What follows belongs to an exercise in optimizing a design on an open flow for small area; a production flow would make more cautious choices.
The RTL was checked by simulation tests, not by an equivalence proof against the original design.
Power is estimated from default activity; no workload was simulated.

job 7476:
// async_fifo_dual
module async_fifo_dual (
    input  wire        clk,
    input  wire        rst_n,           
    input  wire        a_valid,
    input  wire [11:0] a_cmd,
    output reg  [18:0] a_rsp,
    output reg         a_rsp_valid,
    output wire        a_err,
    input  wire        ser_ext,         
    input  wire        s_valid,
    input  wire [11:0] s_cmd,
    output reg  [18:0] s_rsp,
    output reg         s_rsp_valid,
    input  wire        p_txe,
    input  wire        p_rxne,
    input  wire [7:0]  p_rdata,
    output reg  [7:0]  p_wdata,
    output reg         p_wr,
    output reg         p_rd,
    output reg         p_clr_rxne,
    output wire        p_txeie,
    output wire        irq
);
Size in the first run: ~1,500 cells after synthesis, ~510 flip-flops, ~21,000 um^2 of cells after synthesis.
==> flow/config.mk <==
export PLATFORM = sky130hd
export DESIGN_NAME = async_fifo_dual
export DESIGN_NICKNAME = async_fifo_dual
export VERILOG_FILES = /design/flow/design.v
export SDC_FILE = /design/flow/constraint.sdc
export NUM_CORES = 4
export LEC_CHECK = 0
export CAP_MARGIN = 20
export CORE_MARGIN = 2
export CORE_UTILIZATION = 70
export SLEW_MARGIN = 20
export SYNTH_HIERARCHICAL = 1
==> flow/constraint.sdc <==
create_clock -name core_clock -period 13.0 [get_ports {clk}]
set_input_delay 2.6000 -clock core_clock [delete_from_list [all_inputs] [get_ports {clk}]]
set_output_delay 2.6000 -clock core_clock [all_outputs]
set_load 0.01 [all_outputs]
standard.sh (not shown) runs the stock make flow with config.mk's settings and CLKGATE_MAP_FILE= SYNTH_SCRIPT=/design/flow/synth_recipe.tcl, a recipe that flattens the netlist after the stock synthesis.
==> flow/flow/run.sh <==
#!/bin/bash
# Standard ORFS layout with two placement/CTS arguments changed:
#  - port buffers use the smallest buffer cell
#  - CTS clusters up to 25 sinks within 100 um and adds no dummy loads
set -euo pipefail
export BUFFER_PORTS_ARGS="-buffer_cell sky130_fd_sc_hd__buf_1"
export CTS_ARGS="-sink_clustering_enable -repair_clock_nets -sink_clustering_size 18 -sink_clustering_max_diameter 60 -dont_use_dummy_load -buf_list sky130_fd_sc_hd__clkbuf_8"
bash standard.sh > standard_flow.log 2>&1
Job 7476 finished all stages; the layout is clean.
Edits applied to the flow inputs when going from job 7476 to job 4399:
Settings: swapping 20 for 0 in SLEW_MARGIN; swapping 20 for 0 in CAP_MARGIN.
==> flow/flow/run.sh <==
#!/bin/bash
# Layout: the standard flow (standard.sh) with these changes:
#  - synthesis: ORFS's synthesis script unchanged except for the ABC mapping
#    script (flow/abc_relaxed.script: AIG clean-up, choices, then one &nf
#    mapping with the delay relaxed for area and no final buffering or
#    resizing; the clock period leaves ample slack); registers are untouched
#    by ABC, so
#    they are the standard synthesis's, and synth_recipe.tcl's wrapper
#    (-nofsm -noshare, flatten, rename) is kept as is;
#  - port buffers use the smallest buffer cell (every port still gets one);
#  - CTS uses clkbuf_4 clusters of up to 11 sinks within 36 um, no dummy loads.
# Make's output goes to standard_flow.log; each ORFS step keeps its own log
# under orfs/logs.
set -euo pipefail
W=$(pwd)
F=$(cd "$(dirname "$0")" && pwd)

cp "$FLOW_HOME/scripts/synth.tcl" own_synth.tcl
cp "$FLOW_HOME/scripts/synth_preamble.tcl" own_synth_preamble.tcl
sed -i "s#source \$::env(SCRIPTS_DIR)/synth_preamble.tcl#source $W/own_synth_preamble.tcl#" own_synth.tcl
sed -i "s#set abc_script \$::env(SCRIPTS_DIR)/abc_speed.script#set abc_script $F/abc_relaxed.script#" own_synth_preamble.tcl
sed "s#source \$::env(SCRIPTS_DIR)/synth.tcl#source $W/own_synth.tcl#" synth_recipe.tcl > own_synth_recipe.tcl
sed "s#SYNTH_SCRIPT=[^ ]*synth_recipe.tcl#SYNTH_SCRIPT=$W/own_synth_recipe.tcl#" standard.sh > own_standard.sh
grep -q "own_synth_preamble.tcl" own_synth.tcl
grep -q "abc_relaxed.script" own_synth_preamble.tcl
grep -q "own_synth.tcl" own_synth_recipe.tcl
grep -q "own_synth_recipe.tcl" own_standard.sh

export BUFFER_PORTS_ARGS="-buffer_cell sky130_fd_sc_hd__buf_1"
export CTS_ARGS="-sink_clustering_enable -repair_clock_nets -sink_clustering_size 11 -sink_clustering_max_diameter 36 -dont_use_dummy_load -buf_list sky130_fd_sc_hd__clkbuf_4"
bash own_standard.sh > standard_flow.log 2>&1
==> flow/flow/abc_relaxed.script (new file) <==
strash
ifraig
dc2
strash
&get -n
&dch -f
&nf -R 1000 -p
&put
topo
Notes after the runs:
- Going from job 7476 to job 4399, fraction of area in multi-input gates shrinks by 1.6 points.
- Lower setup slack at placement was reported by job 7476, not job 4399.
- Job 4399 vs job 7476: count of non-filler cells in the finished layout down slightly
- Final area in job 4399 is 330 um^2 below job 7476.
- Non-clock buffer count: job 4399 vs job 7476 up 14%
- Per the final summary, job 4399 finished and its layout is clean on timing, DRC and antenna.
- Comparing job 4399 and job 7476, worst setup slack is higher on job 4399.
- What job 7476 reported for multi-input gate count has to be multiplied by 0.934 to get the figure for job 4399.
- Comparing job 4399 and job 7476, shortest period the worst path allows is higher on job 7476.
- Diff job 4399 and job 7476: share of synthesized cell area in and, or, nand and nor gates lower in job 4399
- Job 4399 ended up with a lower xor and xnor area share after synthesis than job 7476 did.
#### Input delta (job 9633 over job 4399)
Settings: changing CAP_MARGIN from 0 to 20; changing SLEW_MARGIN from 0 to 20.
--- a/flow/flow/run.sh
+++ b/flow/flow/run.sh
@@ -10,3 +10,3 @@
 #  - port buffers use the smallest buffer cell (every port still gets one);
-#  - CTS uses clkbuf_4 clusters of up to 11 sinks within 36 um, no dummy loads.
+#  - CTS uses clkbuf_4 clusters of up to 10 sinks within 40 um, no dummy loads.
 # Make's output goes to standard_flow.log; each ORFS step keeps its own log
@@ -29,3 +29,3 @@
 export BUFFER_PORTS_ARGS="-buffer_cell sky130_fd_sc_hd__buf_1"
-export CTS_ARGS="-sink_clustering_enable -repair_clock_nets -sink_clustering_size 11 -sink_clustering_max_diameter 36 -dont_use_dummy_load -buf_list sky130_fd_sc_hd__clkbuf_4"
+export CTS_ARGS="-sink_clustering_enable -repair_clock_nets -sink_clustering_size 10 -sink_clustering_max_diameter 40 -dont_use_dummy_load -buf_list sky130_fd_sc_hd__clkbuf_4"
 bash own_standard.sh > standard_flow.log 2>&1
Notes after the runs:
- Lower layout clock buffer count among job 4399 and job 9633: job 9633
- Final setup violation count came out exactly the same in job 4399 and job 9633.
- Area growth from synthesis to layout: job 4399 vs job 9633, no meaningful difference
- Compared with job 4399, in job 9633 via count normalized by instance count went up; count of clock tree sinks did not really move.
- Between job 4399 and job 9633, global-route wire length before repair decreased.
- [compare] base=job 4399 new=job 9633: fill cell instance count of the final layout climbed about 1.8%, clock insertion delay at the later pin of the skew report picked up an extra 30 ps, number of cells on the critical path held steady.
> inputs changed (job 9633 -> job 6337)
==> flow/flow/run.sh <==
#!/bin/bash
# Standard ORFS layout with two placement/CTS arguments changed:
#  - port buffers use the smallest buffer cell
#  - CTS clusters up to 25 sinks within 100 um and adds no dummy loads
set -euo pipefail
export BUFFER_PORTS_ARGS="-buffer_cell sky130_fd_sc_hd__buf_1"
export CTS_ARGS="-sink_clustering_enable -repair_clock_nets -sink_clustering_size 10 -sink_clustering_max_diameter 40 -dont_use_dummy_load -buf_list sky130_fd_sc_hd__clkbuf_4"
bash standard.sh > standard_flow.log 2>&1
removed: flow/flow/abc_relaxed.script
==> run summary <==
Combinational group power (job 9633 / job 6337): 0.77
Job 6337 supports a lower top clock frequency than job 9633.
Core utilization of the finished layout: job 6337 vs job 9633 down 1.1 points
Number of instances in the placed design (higher): job 6337
Compare job 6337 and job 9633 | critical path buffer and inverter count higher: job 6337
Job 6337 ended with every stage complete and zero timing, DRC or antenna violations.
Job 6337 against job 9633: sequential share of layout area decreased by 0.94 points relative to the old numbers; clock network area share shows no meaningful change; placeable core area rose about 3%; standby leakage power increased 0.22 nW; setup slack decreased 650 ps.
Cells: job 6337 has more instances than job 9633

* * *

async_fifo_dual, a different RTL version from the one above (not shown whole).
Size: ~520 flip-flops, ~93 I/O pins.
Settings: LEC_CHECK=0, CAP_MARGIN=20, CORE_MARGIN=2, CORE_UTILIZATION=70, SLEW_MARGIN=20, SYNTH_HIERARCHICAL=1; clock period 13.0 ns.
==> flow/flow/run.sh <==
#!/bin/bash
# Standard ORFS layout with two placement/CTS arguments changed:
#  - port buffers use the smallest buffer cell
#  - CTS clusters up to 25 sinks within 100 um and adds no dummy loads
set -euo pipefail
export BUFFER_PORTS_ARGS="-buffer_cell sky130_fd_sc_hd__buf_1"
export CTS_ARGS="-sink_clustering_enable -repair_clock_nets -sink_clustering_size 25 -sink_clustering_max_diameter 100 -dont_use_dummy_load"
bash standard.sh > standard_flow.log 2>&1
The first run finished with timing, DRC and antenna clean.
==> next run, changes <==
==> flow/run.sh (new file) <==
#!/bin/bash
# synth_recipe.tcl (not shown) runs the flow's synth.tcl, then flattens the netlist and writes it again
# the make line also repeats each setting of config.mk as NAME=value (left out here)
make -C /OpenROAD-flow-scripts/flow DESIGN_CONFIG=/design/flow/config.mk WORK_HOME=/design/flow/orfs CLKGATE_MAP_FILE= SYNTH_SCRIPT=/design/flow/synth_recipe.tcl finish
Settings changed: CTS_CLUSTER_DIAMETER set to 100, CTS_CLUSTER_SIZE set to 25.
removed: flow/flow/run.sh
removed: flow/standard.sh
After rerunning: Core utilization is higher by 1.6 points; final area is higher by 2.1%; clock-buffer cell count is higher by 7; total power is higher by 1.0%; hold slack is worse by 8.3 ps; global-route usage is higher by 0.75 points; die area does not change; setup slack is worse by 450 ps.
==> next run, changes <==
==> flow/flow/run.sh (new file) <==
#!/bin/bash
# Standard ORFS layout with two placement/CTS arguments changed:
#  - port buffers use the smallest buffer cell
#  - CTS clusters up to 25 sinks within 100 um and adds no dummy loads
set -euo pipefail
export BUFFER_PORTS_ARGS="-buffer_cell sky130_fd_sc_hd__buf_1"
export CTS_ARGS="-sink_clustering_enable -repair_clock_nets -sink_clustering_size 25 -sink_clustering_max_diameter 100 -dont_use_dummy_load"
bash standard.sh > standard_flow.log 2>&1
==> flow/standard.sh (new file) <==
#!/bin/bash
# synth_recipe.tcl (not shown) runs the flow's synth.tcl, then flattens the netlist and writes it again
# the make line also repeats each setting of config.mk as NAME=value (left out here)
make -C /OpenROAD-flow-scripts/flow DESIGN_CONFIG=/design/flow/config.mk WORK_HOME=/design/flow/orfs CLKGATE_MAP_FILE= SYNTH_SCRIPT=/design/flow/synth_recipe.tcl "${@:-finish}"
Settings changed: CAP_MARGIN 20 to 0, CORE_UTILIZATION 70 to 80, CTS_CLUSTER_DIAMETER 100 to unset, CTS_CLUSTER_SIZE 25 to unset, SLEW_MARGIN 20 to 0.
removed: flow/run.sh
Effect: Final cell count goes down by 2.8%. Routed wire length goes up by 3.2%. Core utilization goes up by 8.6 points.

## re-timing with driven ports
The results above use ideal ports. As a check the final layouts listed here were re-extracted and re-timed, cells and wires unchanged. Step 1 sets driving cells, clkbuf_16 on the clock port and buf_2 on the other inputs (assumed; they add their load-dependent delay and slew). Step 2, shift: input delay + t, output delay - t, t = (earliest + latest rising clock arrival at the registers) / 2. This alone moves slack from input paths to output paths. Three values: ideal ports, drivers, drivers and shift; two values: the first two.
| run | t, ns | slack for setup (ns) | worst setup path after step 2 |
|---|---|---|---|
| job 7476 | 0.601 | 4.889 / 4.868 / 4.868 | input to output |
| job 4399 | 0.718 | 5.812 / 5.761 / 5.825 | input to output |
| job 9633 | 0.752 | 5.604 / 5.556 / 5.834 | input to output |
| job 6337 | 0.769 | 4.952 / 4.930 / 4.930 | input to output |
| the first run of note 2 | 0.603 | 5.631 / 5.604 / 5.604 | input to output |
| the second run of note 2 | 0.611 | 5.180 / 5.160 / 5.160 | input to output |
| the third run of note 2 | 0.610 | 5.666 / 5.644 / 5.644 | input to output |
After both steps every run listed still meets setup and hold. The setup slack of the first run of note 2, which loses most, moves by -0.027 ns with the drivers and by -0.027 ns with both steps.
